Background: an optimization exercise with open tools, aiming at small area, a short achievable clock period and few clock cycles per item. Do not read the settings as production practice.
In this exercise RTL edits were held to simulation tests only and were not proved equivalent to the original.
Power figures rest on the tool's default switching activity, not on a simulated workload.

==> design/flow/flow/run.sh <==
#!/bin/bash
# The standard layout with two changes: a small fast buffer (buf_2) on each
# input and output port in place of ORFS's default choice, and repair_timing
# aiming for more setup slack than zero. Each ORFS step logs to orfs/logs/;
# the make output goes to standard_flow.log.
set -euo pipefail
cat >> config.mk <<'EOC'
export BUFFER_PORTS_ARGS = -buffer_cell sky130_fd_sc_hd__buf_2
export SETUP_SLACK_MARGIN = 8.7
EOC
bash standard.sh > standard_flow.log 2>&1
==> design/flow/standard.sh <==
#!/bin/bash
# synth_recipe.tcl (not shown) runs the flow's synth.tcl, then flattens the netlist and writes it again
# the make line also repeats each setting of config.mk as NAME=value (left out here)
make -C /OpenROAD-flow-scripts/flow DESIGN_CONFIG=/design/flow/config.mk WORK_HOME=/design/flow/orfs CLKGATE_MAP_FILE= SYNTH_SCRIPT=/design/flow/synth_recipe.tcl "${@:-finish}"
==> design/flow/config.mk <==
export PLATFORM = sky130hd
export DESIGN_NAME = pcmq
export DESIGN_NICKNAME = pcmq
export VERILOG_FILES = /design/flow/design.v
export SDC_FILE = /design/flow/constraint.sdc
export NUM_CORES = 4
export LEC_CHECK = 0
export ABC_AREA = 1
export CAP_MARGIN = 20
export CORE_MARGIN = 2
export CORE_UTILIZATION = 45
export SLEW_MARGIN = 20
export BUFFER_PORTS_ARGS = -buffer_cell sky130_fd_sc_hd__buf_2
export SETUP_SLACK_MARGIN = 8.7
==> design/flow/constraint.sdc <==
create_clock -name core_clock -period 16.0 [get_ports {clk}]
set_input_delay 3.2000 -clock core_clock [delete_from_list [all_inputs] [get_ports {clk}]]
set_output_delay 3.2000 -clock core_clock [all_outputs]
set_load 0.01 [all_outputs]
==> design/flow/design.v <==
module pcmq (
    input  wire        clk,
    input  wire        rst,
    input  wire        cmd_valid,
    output wire        cmd_ready,
    input  wire [71:0] cmd_word,
    output wire        rsp_valid,
    input  wire        rsp_ready,
    output wire [71:0] rsp_word
);
    localparam [1:0] PH_IDLE = 2'd0, PH_OPEN = 2'd1, PH_FAULTED = 2'd2;
    localparam       MODE_ENC = 1'b0, MODE_DEC = 1'b1;
    localparam [3:0] ST_OK = 4'h0, ST_INVCFG = 4'h1, ST_INVIN = 4'h2,
                     ST_ABORTED = 4'h3, ST_ILLEGAL = 4'h4;
    reg        rsp_v;
    reg        abort;       
    reg [3:0]  st_q;
    reg        fl_q;
    reg [63:0] d_q;
    reg [1:0]  phase;
    reg        mode;
    reg [5:0]  bd;
    wire acc = cmd_valid && cmd_ready;
    assign cmd_ready = !rst && (!rsp_v || rsp_ready);
    assign rsp_valid = !rst && rsp_v;
    assign rsp_word  = abort ? {ST_ABORTED, 68'b0} : {st_q, 3'b000, fl_q, d_q};
    wire [3:0]  op    = cmd_word[71:68];
    wire [2:0]  rsv   = cmd_word[67:65];
    wire        flag  = cmd_word[64];
    wire [63:0] data  = cmd_word[63:0];
    wire [7:0]  top   = cmd_word[71:64];
    wire hi_zero = (data[63:38] == 26'b0);
    wire md_zero = (data[37:6] == 32'b0);
    wire is_beg  = (rsv == 3'b0) && (op == 4'h1 || op == 4'h2) && !flag && hi_zero && md_zero;
    wire is_qnt  = (rsv == 3'b0) && (op == 4'h3);
    wire is_dqn  = (rsv == 3'b0) && (op == 4'h4) && hi_zero;
    wire is_end  = (rsv == 3'b0) && (op == 4'h5) && !flag && hi_zero && md_zero && (data[5:0] == 6'b0);
    wire [5:0]  new_bd   = data[5:0];
    wire        bd_valid = (new_bd >= 6'd2) && (new_bd <= 6'd32);
    wire [4:0]  k   = bd[4:0] - 5'd1;                  
    wire [4:0]  amt = 5'd0 - k;                        
    wire [31:0] mk  = ~(32'hFFFF_FFFF << k);           
    wire [31:0] okh = 32'd1 << k;                      
    wire [31:0] mk1 = mk | okh;                        
    wire [31:0] sh = data[63:32];
    wire [31:0] sl = data[31:0];
    wire        cinv    = flag;
    wire [5:0]  clen    = data[37:32];
    wire        code_ok = !cinv && (clen == bd) && ((sl & ~mk1) == 32'b0);
    wire [31:0] nl = sl & mk;                          
    wire        nz = |nl;
    wire        nk = |(sl & okh);                      
    wire [31:0] orp;
    pcmq_pfx #(.OR(1)) u_orp (.x(nl), .y(orp));        
    genvar i;
    wire [31:0] rp  = ~(nl ^ {orp[30:0], 1'b0});       
    wire [31:0] dhi = nk ? (rp & {32{nz}}) : (~mk | nl | {31'b0, !nz});
    wire [31:0] xr;
    generate for (i = 0; i < 32; i = i + 1) begin : g_xr
        assign xr[i] = data[32 - i];
    end endgenerate
    wire [31:0] x = (mode == MODE_DEC) ? nl : xr;
    wire [32:0] z = {1'b0, x} << amt;
    wire hi_above = |(sh[30:0] & ~mk[30:0]);
    wire hi_ones  = &(sh[30:0] | ~mk[30:0]);
    wire lo_above = |(~sh[30:0] & ~mk[30:0]);
    wire lo_ones  = &(~sh[30:0] | ~mk[30:0]);
    wire sat_hi = !sh[31] && (hi_above || (hi_ones && (sl != 32'b0)));
    wire sat_lo =  sh[31] && (lo_above || lo_ones);
    wire [31:0] hh = (sh & mk) | (~sh & okh);
    wire [31:0] av = {1'b0, hh[31:1]};                 
    wire [31:0] bv;
    generate for (i = 0; i < 32; i = i + 1) begin : g_bv
        assign bv[i] = z[31 - i];                      
    end endgenerate
    wire [31:0] cg [0:5];
    wire [31:0] cp [0:5];
    assign cg[0] = av & bv;
    assign cp[0] = av | bv | ~mk;
    genvar l;
    generate for (l = 0; l < 5; l = l + 1) begin : g_lvl
        for (i = 0; i < (16 >> l); i = i + 1) begin : g_node
            assign cg[l+1][i] = cg[l][2*i+1] | (cp[l][2*i+1] & cg[l][2*i]);
            assign cp[l+1][i] = cp[l][2*i+1] & cp[l][2*i];
        end
        assign cg[l+1][31:(16 >> l)] = 0;
        assign cp[l+1][31:(16 >> l)] = 0;
    end endgenerate
    wire        c1 = cg[5][0] | (cp[5][0] & z[32]);
    wire [31:0] anp;
    pcmq_pfx #(.OR(0)) u_anp (.x(av), .y(anp));        
    wire [31:0] av1 = av ^ {anp[30:0], 1'b1};           
    wire [31:0] eq  = c1 ? av1 : av;
    wire [31:0] q  = sat_hi ? okh : (sat_lo ? 32'd0 : eq);
    wire [31:0] orz;
    pcmq_pfx #(.OR(1)) u_orz (.x(z[31:0]), .y(orz));   
    wire [31:0] dlo = z[31:0] ^ {orz[30:0], 1'b0};
    wire [63:0] dq = {dhi, dlo};
    wire ph_idle = (phase == PH_IDLE);
    wire ph_open = (phase == PH_OPEN);
    wire ph_flt  = !ph_idle && !ph_open;
    wire enc_in  = ph_open && is_qnt && (mode == MODE_ENC);    
    wire dec_in  = ph_open && is_dqn && (mode == MODE_DEC);    
    wire enc_ok  = enc_in && !flag;
    wire dec_ok  = dec_in && code_ok;
    wire dec_bad = dec_in && !code_ok;
    wire beg_in  = ph_idle && is_beg;
    wire illegal = (ph_idle && !is_beg) || (ph_open && !enc_in && !dec_in && !is_end);
    wire fault   = (beg_in && !bd_valid) || (enc_in && flag) || dec_bad || (ph_open && illegal);
    wire sel_data = beg_in || (enc_in && flag) || dec_bad || (ph_open && is_end);
    wire sel_qh   = enc_ok && sat_hi;
    wire sel_qe   = enc_ok && !sat_hi && !sat_lo;
    wire [63:0] nd =
          ({64{sel_data}} & data)
        | ({64{dec_bad}}  & {18'b0, bd, 40'b0})
        | ({64{enc_ok}}   & {26'b0, bd, 32'b0})
        | ({64{sel_qh}}   & {32'b0, okh})
        | ({64{sel_qe}}   & {32'b0, eq})
        | ({64{dec_ok}}   & dq)
        | ({64{illegal}}  & {56'b0, top});
    wire [3:0] nst = {1'b0, illegal, (enc_in && flag) || dec_bad, beg_in && !bd_valid};
    wire       nfl = (enc_in || dec_in) && flag;
    always @(posedge clk) begin
        if (rst) begin
            rsp_v <= 1'b0;
            phase <= PH_IDLE;
        end else begin
            if (rsp_v && rsp_ready)
                rsp_v <= 1'b0;
            if (acc) begin
                rsp_v <= 1'b1;
                abort <= ph_flt && !is_end;
                if (beg_in) begin
                    mode <= (op == 4'h2) ? MODE_DEC : MODE_ENC;
                    bd   <= new_bd;
                end
                if (!ph_flt)
                    {st_q, fl_q, d_q} <= {nst, nfl, nd};
                if (fault)
                    phase <= PH_FAULTED;
                else if (beg_in)
                    phase <= PH_OPEN;
                else if (is_end)
                    phase <= PH_IDLE;
            end
        end
    end
endmodule
module pcmq_pfx #(parameter OR = 1) (
    input  wire [31:0] x,
    output wire [31:0] y
);
    wire [31:0] p [0:5];
    assign p[0] = x;
    genvar l, i;
    generate for (l = 0; l < 5; l = l + 1) begin : g_l
        for (i = 0; i < 32; i = i + 1) begin : g_i
            if ((i >> l) & 1) begin : g_op
                if (OR) assign p[l+1][i] = p[l][i] | p[l][((i >> l) << l) - 1];
                else    assign p[l+1][i] = p[l][i] & p[l][((i >> l) << l) - 1];
            end else begin : g_pass
                assign p[l+1][i] = p[l][i];
            end
        end
    end endgenerate
    assign y = p[5];
endmodule
==> results of run 1 <==
==> placed cells by master, fill, tap and decap left out, drive strengths merged, types with 11 or more instances in the layout <==
cell,n
nand4,42
o221ai,17
o21ai,109
o22ai,44
a31oi,19
nor4,27
nor3,40
a21oi,47
inv,293
nand2,475
nor2,266
nand3,385
o311ai,21
buf,164
edfxtp,76
ha,25
a22oi,14
o2111ai,14
a221oi,11
==> report_power, final <==
part	total (mW)	internal, mW	leakage, nW	switching [mW]
Clock	0.251	0.140	0.163	0.111
Sequential	0.237	0.235	0.667	0.00255
Combinational	0.133	0.0346	5.63	0.0985
==> path summary, 6_finish.rpt <==
check | startpoint | slack [ns] | endpoint
worst min-delay path | phase[0]$_SDFFE_PP0P_ | 0.52 | phase[0]$_SDFFE_PP0P_
worst max register to register | bd[0]$_DFFE_PP_ | 9.14 | d_q[30]$_DFFE_PP_
worst min register to register | phase[0]$_SDFFE_PP0P_ | 0.52 | phase[0]$_SDFFE_PP0P_
worst max-delay path | cmd_word[64] | 8.72 | d_q[11]$_DFFE_PP_
==> through the flow <==
| step | util, % | cells | hold WS, ns | instance area (µm²) |
|---|---|---|---|---|
| 6_report | 49.75 | 2507 | 0.5231 | 13330 |
| 4_1_cts | 49.73 | 2505 | 0.5176 | 13330 |
| 3_3_place_gp | 48.50 | 2489 | 0.4821 | 13000 |
| 3_5_place_dp | 48.51 | 2489 | 0.5060 | 13000 |
| 5_1_grt | 49.73 | 2505 | 0.5587 | 13330 |
| 2_1_floorplan | - | 2083 | 0.4591 | 12220 |
==> flip-flops by register name (all words and copies together), names as in the netlist <==
| name | count |
|---|---|
| mode | 1 |
| d_q | 64 |
| st_q | 3 |
| abort | 1 |
| fl_q | 1 |
| bd | 6 |
| phase | 2 |
| rsp_v | 1 |
==> area by class of cell <==
class | instances | area (µm²)
inverter | 293 | 1112
fill | 2897 | 13470
antenna | 2 | 5.005
sequential | 79 | 2342
multi-input combinational | 1612 | 8252
timing repair buffer | 164 | 868.3
tap | 341 | 426.7
clock inverter | 7 | 102.6
clock buffer | 9 | 225.2
==> critical path: stages <==
cell and delay, ns:
buf_2 0.12, inv_1 0.33, o21ai_0 0.21, nor4_1 0.62
o2111ai_1 0.42, nor4_1 0.28, and2_1 0.20, nand2_1 0.07
nand2_2 0.24, nand4_1 0.13, buf_4 0.26, clkinv_2 0.53
o22ai_1 0.30, a31oi_1 0.26, nand2_1 0.15
==> what timing repair did <==
action | in CTS | in global routing
endpoints found under the setup margin | 0 | 7
buffers inserted | 0 | 0
resized for setup | 0 | 1
==> metal layers <==
layer / track usage, % / vias up
met2: 69.12 / 1550
met4: 30.70 / 0
li1: - / 7293
met3: 12.63 / 357
met5: 0 / -
met1: 60.96 / 7713
==> cell families (layout without fill, tap and decap cells) <==
logic type	count (synthesis)	count (layout)	synth area share [%]
flip-flops	79	79	19.18
AO/OA/AOI/OAI	327	327	17.15
XOR/XNOR	7	7	0.5636
adder cells (fa/ha/maj)	25	25	2.562
buffers and inverters	392	473	13.42
AND/OR/NAND/NOR	1249	1249	47.08
other	1	6	0.03071
==> summary.txt, run 1 <==
Die
  – Placeable Area: roughly 27,000 µm²
  – I/O Pins: 150
  – Row count: 60
  – DIE HEIGHT: roughly 170 µm
  – Die ar.: about 28,000 µm²
  – Die Wd: 168.7 µm
  – Initial Util: 45.56%

STA
  – Final TNS setup: 0 ns
  – Fmax achieved: 137.3 MHz
  – Clock Skew: 0.02096 ns
  – Worst Max-Slew Pin Slew: around 1.1 ns
  – Max-slew violation count: 0
  – Setup ws final: 8.715 ns
  – Final period utilization: a little under half
  – Final setup fails: 0
  – Min Tclk post-route: approximately 7.3 ns
  – Unrepaired setup endpoints after global routing: false
  – Hold violation total from the final report: 0
  – Slew Limit Headroom: a little under a quarter

Routing
  – Number of DRC markers in iteration 0: about 3,300
  – DR top layer: met4
  – Met1 Wirelength: 25,340 µm
  – WL per Instance: ~27 µm
  – Post-Route WL: 68,860 µm
  – Met3 wire length: between 10,000 and 15,000 µm
  – Drt pass-1 iters: 6
  – Routed vias/inst: slightly below 7
  – Via count: between 15,000 and 20,000
  – Antenna-violating nets left: 0
  – DRC Markers: 0
  – Metal2 WL: approximately 28,000 µm

Clock network
  – CTS tree: built
  – CTS hold repair buffers: 0
  – Worst-Skew Late Latency: approximately 0.37 ns
  – Max Buffers Root-to-Sink: 2
  – Reg clk slew, reported paths: about 0.08 ns
  – CTS Root Cell: clkbuf_16
  – H-Tree Depth: 3
  – Cts bufs inserted: 9
  – CTS sink cnt: 79

Setup path
  – Endpoint class of the critical path: register
  – CP Launch Type: primary input
  – Crit Path Category: in2reg
  – Required time of the worst setup path: between 15 and 20 ns
  – R2r worst-path depth: 23
  – Crit path max fanout: approximately 40
  – WP data arrival: 7.37 ns

Yosys
  – Most frequent cell after synthesis: nand2_1
  – Synth warn: 3
  – Syn Inst Count: approximately 2,100
  – Seq/Total Area, Yosys: about a fifth
  – Synth top cells by count: nand2_1, nand3_1, inv_1
  – Ys flop type: edfxtp_1
  – Most area-hungry cell type in the Yosys netlist: edfxtp_1
  – Yosys reg bits: 79
  – Post-synthesis cell area: 12,210 µm²
  – Post-synth cell types: 67
  – Syn Area/Cell: roughly 5.9 µm²
  – Post-synth top area share: 18.69%
  – Fraction of registers with async set/reset: 0%
  – Post-synth EDFFs: 76
  – Synth top area cells: edfxtp_1, nand3_1, nand2_1

Final layout
  – Layout Nets: roughly 2,300
  – Fraction of layout cells with a size suffix above 1: approximately an eighth
  – Area delta synth->final: 9.201%

Placed design
  – Buffers added on ports: 145
  – Place WS: ~8.5 ns
  – DP Wirelength: ~54,000 µm
  – GPL Wtd Cong: 1.218

Flow run
  – Max-Cap Viols: 0

Global route
  – Initial antenna violation count: 1
  – First-pass GRT wire length: 99,150 µm
  – Grt ovf: 0
  – Gr usage total: a little under half
  – Largest net degree at the start of global routing: 69
  – Vias in the first global route: between 15,000 and 20,000

Power
  – PD cells: roughly 47 nW/µm²
  – Worst VDD drop: about 0.064 mV
  – Power, Total: slightly above 0.6 mW
  – Leak pwr: between 6 and 7 nW

Outcome
  – Outcome: no timing/DRC/antenna violations

Worst hold path
  – Worst hold stages: 2
  – HP Class: reg2reg
Testbench counts, summed over its fixed seeds: cycles 7,439, items 7,431.
==> run 2: changes to the inputs <==
--- a/design/flow/design.v
+++ b/design/flow/design.v
@@ -107,17 +107,23 @@
     wire beg_in  = ph_idle && is_beg;
     wire illegal = (ph_idle && !is_beg) || (ph_open && !enc_in && !dec_in && !is_end);
     wire fault   = (beg_in && !bd_valid) || (enc_in && flag) || dec_bad || (ph_open && illegal);
-    wire sel_data = beg_in || (enc_in && flag) || dec_bad || (ph_open && is_end);
+    wire qnt_bad  = enc_in && flag;                           
     wire sel_qh   = enc_ok && sat_hi;
     wire sel_qe   = enc_ok && !sat_hi && !sat_lo;
-    wire [63:0] nd =
-          ({64{sel_data}} & data)
-        | ({64{dec_bad}}  & {18'b0, bd, 40'b0})
-        | ({64{enc_ok}}   & {26'b0, bd, 32'b0})
-        | ({64{sel_qh}}   & {32'b0, okh})
-        | ({64{sel_qe}}   & {32'b0, eq})
-        | ({64{dec_ok}}   & dq)
-        | ({64{illegal}}  & {56'b0, top});
+    wire [31:0] qv = ({32{sel_qh}} & okh) | ({32{sel_qe}} & eq);
+    wire [63:0] nd;
+    assign nd[63:46] = ({18{qnt_bad}} & data[63:46]) | ({18{dec_ok}} & dhi[31:14]);
+    assign nd[45:40] = ({6{qnt_bad}}  & data[45:40]) | ({6{dec_ok}}  & dhi[13:8])
+                     | ({6{dec_bad}}  & bd);
+    assign nd[39:38] = ({2{qnt_bad}}  & data[39:38]) | ({2{dec_ok}}  & dhi[7:6]);
+    assign nd[37:32] = ({6{qnt_bad || dec_bad}} & data[37:32]) | ({6{dec_ok}} & dhi[5:0])
+                     | ({6{enc_ok}}   & bd);
+    assign nd[31:8]  = ({24{qnt_bad || dec_bad}} & data[31:8]) | ({24{dec_ok}} & dlo[31:8])
+                     | qv[31:8];
+    assign nd[7:6]   = ({2{qnt_bad || dec_bad}} & data[7:6]) | ({2{dec_ok}} & dlo[7:6])
+                     | qv[7:6] | ({2{illegal}} & top[7:6]);
+    assign nd[5:0]   = ({6{qnt_bad || dec_bad || beg_in}} & data[5:0]) | ({6{dec_ok}} & dlo[5:0])
+                     | qv[5:0] | ({6{illegal}} & top[5:0]);
     wire [3:0] nst = {1'b0, illegal, (enc_in && flag) || dec_bad, beg_in && !bd_valid};
     wire       nfl = (enc_in || dec_in) && flag;
     always @(posedge clk) begin
--- a/design/flow/flow/run.sh
+++ b/design/flow/flow/run.sh
@@ -6,6 +6,6 @@
 set -euo pipefail
 cat >> config.mk <<'EOC'
 export BUFFER_PORTS_ARGS = -buffer_cell sky130_fd_sc_hd__buf_2
-export SETUP_SLACK_MARGIN = 8.7
+export SETUP_SLACK_MARGIN = 9.0
 EOC
 bash standard.sh > standard_flow.log 2>&1
--- a/design/flow/config.mk
+++ b/design/flow/config.mk
@@ -11,4 +11,4 @@
 export CORE_UTILIZATION = 45
 export SLEW_MARGIN = 20
 export BUFFER_PORTS_ARGS = -buffer_cell sky130_fd_sc_hd__buf_2
-export SETUP_SLACK_MARGIN = 8.7
+export SETUP_SLACK_MARGIN = 9.0
==> summary.txt, run 2 <==
Placed design
  – Buffers added on ports: 145 (unchanged)
  – GPL Wtd Cong: 1.168 (-4.1%)
  – DP Wirelength: 56,110 µm (+3.6%)
  – Cells after DPL: 2,511 (+0.88%)
  – Place WS: 9.012 ns (+0.4652 ns)

Clock network
  – Post-CTS setup buffers: 0 (unchanged)
  – CTS sink cnt: 79 (unchanged)
  – CTS Root Cell: clkbuf_16
  – H-Tree Depth: 3 (unchanged)
  – Cts bufs inserted: 9 (unchanged)
  – CTS hold repair buffers: 0 (unchanged)
  – Worst-Skew Late Latency: 0.36 ns (about the same)
  – Post-CTS Resized: 0 (unchanged)
  – CTS tree: built
  – Reg clk slew, reported paths: 0.08 ns (about the same)
  – Max Buffers Root-to-Sink: 2 (unchanged)

Yosys
  – Post-synth EDFFs: 76 (unchanged)
  – Synth warn: 3 (unchanged)
  – Post-synth cell types: 69 (+3.0%)
  – Ys flop type: edfxtp_1
  – Synth top area cells: edfxtp_1, nand3_1, nand2_1
  – Synth top cells by count: nand2_1, nand3_1, inv_1
  – Most frequent cell after synthesis: nand2_1
  – Most area-hungry cell type in the Yosys netlist: edfxtp_1
  – Post-synth top area share: 18.58% (-0.11 points)
  – Post-synthesis cell area: 12,280 µm² (+0.60%)
  – Fraction of registers with async set/reset: 0% (unchanged)
  – Syn Area/Cell: 5.864 µm² (-0.12%)
  – Yosys reg bits: 79 (unchanged)
  – Syn Inst Count: 2,095 (+0.72%)
  – Seq/Total Area, Yosys: 19.07% (-0.12 points)

STA
  – Max-slew violation count: 0 (unchanged)
  – Final TNS setup: 0 ns (unchanged)
  – Slew Limit Headroom: 21.74% (-1.8 points)
  – Clock Skew: 0.01363 ns (-0.007328 ns)
  – Worst Max-Slew Pin Slew: 1.162 ns (+0.02652 ns)
  – Hold violation total from the final report: 0 (unchanged)
  – Unrepaired setup endpoints after global routing: false
  – Setup ws final: 9.056 ns (+0.3409 ns)
  – Fmax achieved: 144.0 MHz (+4.9%)
  – Min Tclk post-route: 6.944 ns (-0.3409 ns)
  – Final setup fails: 0 (unchanged)
  – Final period utilization: 43.40% (-2.1 points)

Setup path
  – Crit path max fanout: 27 (-34%)
  – CP Launch Type: primary input
  – WP data arrival: 7.17 ns (-0.20 ns)
  – Crit Path Category: in2reg
  – Endpoint class of the critical path: register
  – Required time of the worst setup path: 16.22 ns (+0.14 ns)

Global route
  – Vias in the first global route: 15,231 (-1.5%)
  – Largest net degree at the start of global routing: 69 (unchanged)
  – First-pass GRT wire length: 99,770 µm (+0.63%)
  – Grt ovf: 0 (unchanged)
  – Initial antenna violation count: 0 (-1)
  – Gr usage total: 47.98% (+0.84 points)

Routing
  – Post-Route WL: 70,410 µm (+2.3%)
  – Drt pass-1 iters: 14 (+8)
  – Number of DRC markers in iteration 0: 2,891 (-11%)
  – Routed vias/inst: 6.672 (-1.1%)
  – Antenna-violating nets left: 0 (unchanged)
  – WL per Instance: 27.86 µm (+1.4%)
  – DRC Markers: 0 (unchanged)
  – Via count: 16,859 (-0.32%)

Final layout
  – Area of the multi-input gates: 8315 µm² (+0.77%)
  – Final non-filler cell total: 2,527 (+0.80%)
  – Fillers: 2,928 (+1.1%)
  – Max reg flops: 64 (unchanged)
  – N_diodes: 0 (-2)
  – Fin util: 50.06% (+0.31 points)
  – Commonest non-fill, non-tap cell in the layout: nand2_1
  – Fraction of layout cells with a size suffix above 1: 13.86% (+1.6 points)
  – Area delta synth->final: 9.524%
  – Most frequent cells in the layout: nand2_1, nand3_1, inv_1, nor2_1, buf_2
  – Layout Nets: 2,280 (+0.88%)
  – FF/Latch Area: 2342 µm² (unchanged)

Worst hold path
  – HP Class: reg2reg

Outcome
  – Outcome: no timing/DRC/antenna violations

Die
  – Die Wd: 169.2 µm (+0.29%)
  – Placeable Area: 26,880 µm² (+0.28%)
  – Initial Util: 45.71% (+0.15 points)
  – Row count: 60 (unchanged)
  – Die ar.: 28,640 µm² (+0.59%)
  – I/O Pins: 150 (unchanged)
  – DIE HEIGHT: 169.2 µm (+0.29%)

Power
  – Worst VDD drop: 0.05329 mV (-16%)
  – PD cells: 45.86 nW/µm² (-1.7%)
  – Power, Total: 0.6170 mW (-0.79%)
  – Leak pwr: 6.575 nW (+1.8%)

Flow run
  – Max-Cap Viols: 0 (unchanged)
==> run 2: cell types whose count changed after synthesis, moves of 8 or more <==
cell	before	now
o221ai_1	17	9
inv_1	280	292
o311ai_1	13	0
inv_2	8	23
clkbuf_1	50	40
o21ai_1	24	36
a22oi_1	14	2
o21ai_0	83	97
nor3_1	35	25
nand3_1	371	357
nor2_2	9	20
nand2_1	455	447
==> run 2: final cells by class <==
class / count / area share, %
clock buffers: 10 / 1.702
clock inverters: 6 / 0.6882
inverters: 320 / 8.993
multi-input cells: 1611 / 61.81
flip-flops and latches: 79 / 17.41
well taps: 341 / 3.171
repair buffers: 160 / 6.231
==> run 2: metrics by stage <==
step / hold WS (ns) / instance area (µm²)
2_1_floorplan: 0.4589 / 12300
3_3_place_gp: 0.4823 / 13120
3_5_place_dp: 0.4905 / 13130
4_1_cts: 0.5005 / 13450
5_1_grt: 0.5434 / 13450
6_report: 0.4994 / 13450
==> run 2: cells by family (layout without fill, tap and decap cells) <==
logic type	after synthesis	after routing	synth area share, %
compound gates	333	333	16.81
xor+xnor	8	8	0.6315
fa+ha+maj	23	23	2.343
buf+inv	408	496	13.46
flops	79	79	19.07
other cells	1	4	0.03053
simple gates	1243	1243	47.66
==> run 2: power breakdown <==
group | total (mW) | switching (mW) | internal [mW]
Sequential | 0.237 | 0.00247 | 0.235
Combinational | 0.132 | 0.0987 | 0.0337
Clock | 0.247 | 0.109 | 0.139
Total | 0.617 | 0.210 | 0.407
==> run 2: per-layer routing <==
layer	vias up	share of wire [%]	track usage, %
li1	7288	-	-
met1	7721	37	60.88
met2	1456	40	69.71
met3	394	14	15.56
met4	0	8.4	31.25
met5	-	0	0
==> run 2: final timing paths <==
path / from / endpoint / slack (ns) / depth (start not counted)
worst min register to register: phase[0]$_SDFFE_PP0P_ / phase[0]$_SDFFE_PP0P_ / 0.50 / 2
worst max-delay path: cmd_word[51] / d_q[55]$_DFFE_PP_ / 9.06 / 13
worst min-delay path: phase[0]$_SDFFE_PP0P_ / phase[0]$_SDFFE_PP0P_ / 0.50 / 2
worst max register to register: bd[0]$_DFFE_PP_ / d_q[8]$_DFFE_PP_ / 9.33 / 21
==> run 2: critical path, stage by stage <==
cell and delay [ns]:
buf_2 0.15, inv_1 0.12, nand4_1 0.15, nor3_1 0.38, nand4_1 0.16, inv_1 0.25, nand2_1 0.33, nor2_4 0.70
inv_2 0.37, nor2_4 0.66, inv_1 0.30, a21oi_1 0.20, a211o_1 0.16
Testbench counts of run 2, summed over its fixed seeds: cycles 7,439, items 7,431.
==> run 3: changes to the inputs <==
--- a/design/flow/design.v
+++ b/design/flow/design.v
@@ -62,11 +62,9 @@
     wire [31:0] x = (mode == MODE_DEC) ? nl : xr;
     wire [32:0] z = {1'b0, x} << amt;
     wire hi_above = |(sh[30:0] & ~mk[30:0]);
-    wire hi_ones  = &(sh[30:0] | ~mk[30:0]);
     wire lo_above = |(~sh[30:0] & ~mk[30:0]);
-    wire lo_ones  = &(~sh[30:0] | ~mk[30:0]);
-    wire sat_hi = !sh[31] && (hi_above || (hi_ones && (sl != 32'b0)));
-    wire sat_lo =  sh[31] && (lo_above || lo_ones);
+    wire sat_hi = !sh[31] && hi_above;
+    wire sat_lo =  sh[31] && lo_above;
     wire [31:0] hh = (sh & mk) | (~sh & okh);
     wire [31:0] av = {1'b0, hh[31:1]};                 
     wire [31:0] bv;
==> design/flow/flow/run.sh (replaced) <==
#!/bin/bash
# The standard layout with two changes: the smallest buffer (buf_1, which repair_timing sizes up where timing needs it) on each
# input and output port in place of ORFS's default choice, and repair_timing
# aiming for more setup slack than zero. Each ORFS step logs to orfs/logs/;
# the make output goes to standard_flow.log.
set -euo pipefail
cat >> config.mk <<'EOC'
export BUFFER_PORTS_ARGS = -buffer_cell sky130_fd_sc_hd__buf_1
export SETUP_SLACK_MARGIN = 9.0
EOC
bash standard.sh > standard_flow.log 2>&1
--- a/design/flow/config.mk
+++ b/design/flow/config.mk
@@ -9,6 +9,7 @@
 export CAP_MARGIN = 20
 export CORE_MARGIN = 2
 export CORE_UTILIZATION = 45
+export CTS_BUF_LIST = sky130_fd_sc_hd__clkbuf_4 sky130_fd_sc_hd__clkbuf_8
 export SLEW_MARGIN = 20
-export BUFFER_PORTS_ARGS = -buffer_cell sky130_fd_sc_hd__buf_2
+export BUFFER_PORTS_ARGS = -buffer_cell sky130_fd_sc_hd__buf_1
 export SETUP_SLACK_MARGIN = 9.0
==> summary.txt, run 3 <==
Yosys
  – Syn Inst Count: 2,061 (-1.6%)
  – Yosys reg bits: 79 (unchanged)
  – Post-synth EDFFs: 76 (unchanged)
  – Synth warn: 3 (unchanged)
  – Synth top area cells: edfxtp_1, nand3_1, nand2_1
  – Post-synthesis cell area: 12,300 µm² (+0.15%)
  – Fraction of registers with async set/reset: 0% (unchanged)
  – Most area-hungry cell type in the Yosys netlist: edfxtp_1
  – Seq/Total Area, Yosys: 19.04% (-0.029 points)
  – Most frequent cell after synthesis: nand2_1
  – Syn Area/Cell: 5.969 µm² (+1.8%)
  – Post-synth cell types: 69 (unchanged)
  – Ys flop type: edfxtp_1
  – Post-synth top area share: 18.55% (-0.028 points)
  – Synth top cells by count: nand2_1, nand3_1, inv_1

Final layout
  – Area delta synth->final: 7.160%
  – Final non-filler cell total: 2,505 (-0.87%)
  – Max reg flops: 64 (unchanged)
  – Fraction of layout cells with a size suffix above 1: 8.923% (-4.9 points)
  – Commonest non-fill, non-tap cell in the layout: nand2_1
  – Most frequent cells in the layout: nand2_1, nand3_1, inv_1, nor2_1, buf_1
  – Layout Nets: 2,257 (-1.0%)
  – Fin util: 49.05% (-1.0 points)

Die
  – I/O Pins: 150 (unchanged)
  – DIE HEIGHT: 169.4 µm (about the same)
  – Die ar.: 28,680 µm² (+0.15%)
  – Row count: 60 (unchanged)
  – Die Wd: 169.4 µm (about the same)
  – Placeable Area: 26,880 µm² (unchanged)
  – Initial Util: 45.78% (+0.070 points)

STA
  – Min Tclk post-route: 6.902 ns (-0.04221 ns)
  – Clock Skew: 0.02474 ns (+0.01111 ns)
  – Slew Limit Headroom: 23.02% (+1.3 points)
  – Final period utilization: 43.14% (-0.26 points)
  – Max-slew violation count: 0 (unchanged)
  – Worst Max-Slew Pin Slew: 1.150 ns (-0.01125 ns)
  – Setup ws final: 9.098 ns (+0.04221 ns)
  – Hold violation total from the final report: 0 (unchanged)
  – Unrepaired setup endpoints after global routing: false
  – Final setup fails: 0 (unchanged)
  – Final TNS setup: 0 ns (unchanged)
  – Fmax achieved: 144.9 MHz (+0.61%)

Routing
  – Number of DRC markers in iteration 0: 2,818 (-2.5%)
  – WL per Instance: 27.44 µm (-1.5%)
  – Via count: 16,365 (-2.9%)
  – Routed vias/inst: 6.533 (-2.1%)
  – DRC Markers: 0 (unchanged)
  – Post-Route WL: 68,740 µm (-2.4%)
  – Drt pass-1 iters: 7 (-7)
  – Antenna-violating nets left: 0 (unchanged)

Clock network
  – Max Buffers Root-to-Sink: 2 (unchanged)
  – Reg clk slew, reported paths: 0.10 ns (+0.02 ns)
  – H-Tree Depth: 3 (unchanged)
  – CTS Root Cell: clkbuf_8
  – Worst-Skew Late Latency: 0.41 ns (+0.05 ns)
  – Cts bufs inserted: 9 (unchanged)
  – CTS hold repair buffers: 0 (unchanged)
  – CTS tree: built
  – CTS sink cnt: 79 (unchanged)

Setup path
  – CP cell instances: buf_1, nand3_1, nand3_1, nand3_1, nand2_1, nand2_1, nand3_1, nand3_1, nand2_1, nand2_1, nor2_1, nand3_1, nor2_1, nand2_1, clkinv_1, nand2_1, nand3_4, nand2_1, o21ai_0, nand2_1
  – Critical path buffers and inverters: 2 (-3)
  – Critical path's largest stage delay: 0.66 ns (-0.04 ns)
  – Crit path max fanout: 26 (-3.7%)
  – CP top delay family: simple AND/OR/NAND/NOR gates
  – Crit Path Category: in2reg
  – CP Launch Type: primary input
  – R2R Path Start: bd[0]$_DFFE_PP_
  – Endpoint class of the critical path: register
  – Required time of the worst setup path: 16.13 ns (-0.09 ns)
  – Top cell by count, worst path: nand2_1
  – Worst setup path start: cmd_word[4]
  – WP data arrival: 7.03 ns (-0.14 ns)
  – R2r setup slk: 9.13 ns (-0.20 ns)
  – Slowest CP cell: buf_1

Global route
  – First-pass GRT wire length: 97,580 µm (-2.2%)
  – Initial antenna violation count: 3 (+3)
  – Largest net degree at the start of global routing: 69 (unchanged)
  – Grt ovf: 0 (unchanged)
  – Vias in the first global route: 14,608 (-4.1%)
  – Gr usage total: 47.01% (-0.97 points)

Worst hold path
  – HP Class: reg2reg
  – Worst hold path startpoint: phase[0]$_SDFFE_PP0P_

Flow run
  – Max-Cap Viols: 0 (unchanged)

Placed design
  – GPL Wtd Cong: 1.136 (-2.8%)
  – DP Wirelength: 55,140 µm (-1.7%)
  – Cells after DPL: 2,488 (-0.92%)
  – Place WS: 8.825 ns (-0.1873 ns)
  – Buffers added on ports: 145 (unchanged)

Power
  – Worst VDD drop: 0.04391 mV (-18%)
  – PD cells: 40.89 nW/µm² (-11%)
  – Power, Total: 0.5391 mW (-13%)
  – Leak pwr: 6.065 nW (-7.8%)

Outcome
  – Outcome: no timing/DRC/antenna violations
[run 3: repair_timing]
| action | in CTS | in global routing |
|---|---|---|
| endpoints found under the setup margin | 5 | 28 |
| setup buffers | 0 | 0 |
| cloned | 0 | 0 |
| pin swaps | 0 | 1 |
| gates resized for setup | 1 | 5 |
[run 3: cell type report]
| class | instances | area (µm²) |
|---|---|---|
| Fill cell | 2944 | 13690 |
| Antenna cell | 1 | 2.502 |
| Inverter | 313 | 1186 |
| Timing Repair Buffer | 171 | 743.2 |
| Sequential cell | 79 | 2342 |
| Tap cell | 341 | 426.7 |
| Clock inverter | 7 | 72.57 |
| Clock buffer | 9 | 123.9 |
| Multi-Input combinational cell | 1584 | 8287 |
[run 3: cells by family after synthesis]
kind of cell	after synthesis	synth area share, %
other cells	1	0.03048
compound gates	298	15.09
flops	79	19.04
fa+ha+maj	23	2.339
simple gates	1247	48.68
buf+inv	401	13.90
xor+xnor	12	0.9153
[run 3: per-stage QoR]
step                      hold slack (ns)  area, µm²
after global routing               0.4930      13180
final                              0.4954      13180
after floorplan                    0.4331      12310
after detailed placement           0.4697      12970
after CTS                          0.4836      13170
after global placement             0.4510      12960
[run 3: worst register-to-register path: cells and delay by family (launching register included)]
family / cells / cell delay, ns
compound gates: 1 / 0.35
buf+inv: 10 / 2.11
flops: 1 / 0.38
fa+ha+maj: 2 / 0.87
simple gates: 16 / 2.90
[run 3: routing by layer]
layer | GRT usage [%] | part of all wire, % | up-vias
li1 | - | - | 7137
met1 | 62.36 | 38 | 7547
met2 | 67.58 | 40 | 1364
met3 | 12.69 | 14 | 313
met4 | 28.80 | 7.8 | 4
met5 | 1.739 | 0.10 | -
[run 3: power breakdown]
group / internal [mW] / switching, mW / leakage [nW]
clock network: 0.0727 / 0.100 / 0.0972
logic: 0.0311 / 0.0965 / 5.30
registers: 0.235 / 0.00339 / 0.667
[run 3: worst paths after layout]
kind,end,cells past startpoint
max,d_q[6]$_DFFE_PP_,20
min,phase[0]$_SDFFE_PP0P_,2
max reg2reg,d_q[6]$_DFFE_PP_,29
min reg2reg,phase[0]$_SDFFE_PP0P_,2
Testbench counts of run 3, summed over its fixed seeds: cycles 7,439, items 7,431.

## what the ideal ports hide
No port has a modelled driver above. Below, the same layouts with a new extraction and two added sets of constraints.
Step 1 sets driving cells, clkbuf_16 on the clock port and buf_2 on the other inputs (assumed; they add their load-dependent delay and slew).
Step 2 adds t to the input delays and takes it off the output delays; t is the mean of the earliest and latest rising clock arrival at the registers after step 1. Input paths then give back, and output paths get back, about the clock's delay inside the block.
a / b / c = ideal / step 1 / step 2; a / b = the first two.
| run | shift t [ns] | slack for setup (ns) | worst setup path at the end | clock arrival spread, ns | worst register clock-pin slew, ns |
|---|---|---|---|---|---|
| run 1 | 0.407 | 8.715 / 8.748 / 8.341 | input to register | 0.021 / 0.021 | 0.09 / 0.09 |
| run 2 | 0.409 | 9.056 / 9.084 / 8.675 | input to register | 0.014 / 0.014 | 0.08 / 0.08 |
| run 3 | 0.440 | 9.098 / 9.117 / 8.677 | input to register | 0.025 / 0.024 | 0.12 / 0.12 |
After both steps every run listed still meets setup and hold. The setup slack of run 3, which loses most, moves by +0.019 ns with the drivers and by -0.421 ns with both steps.
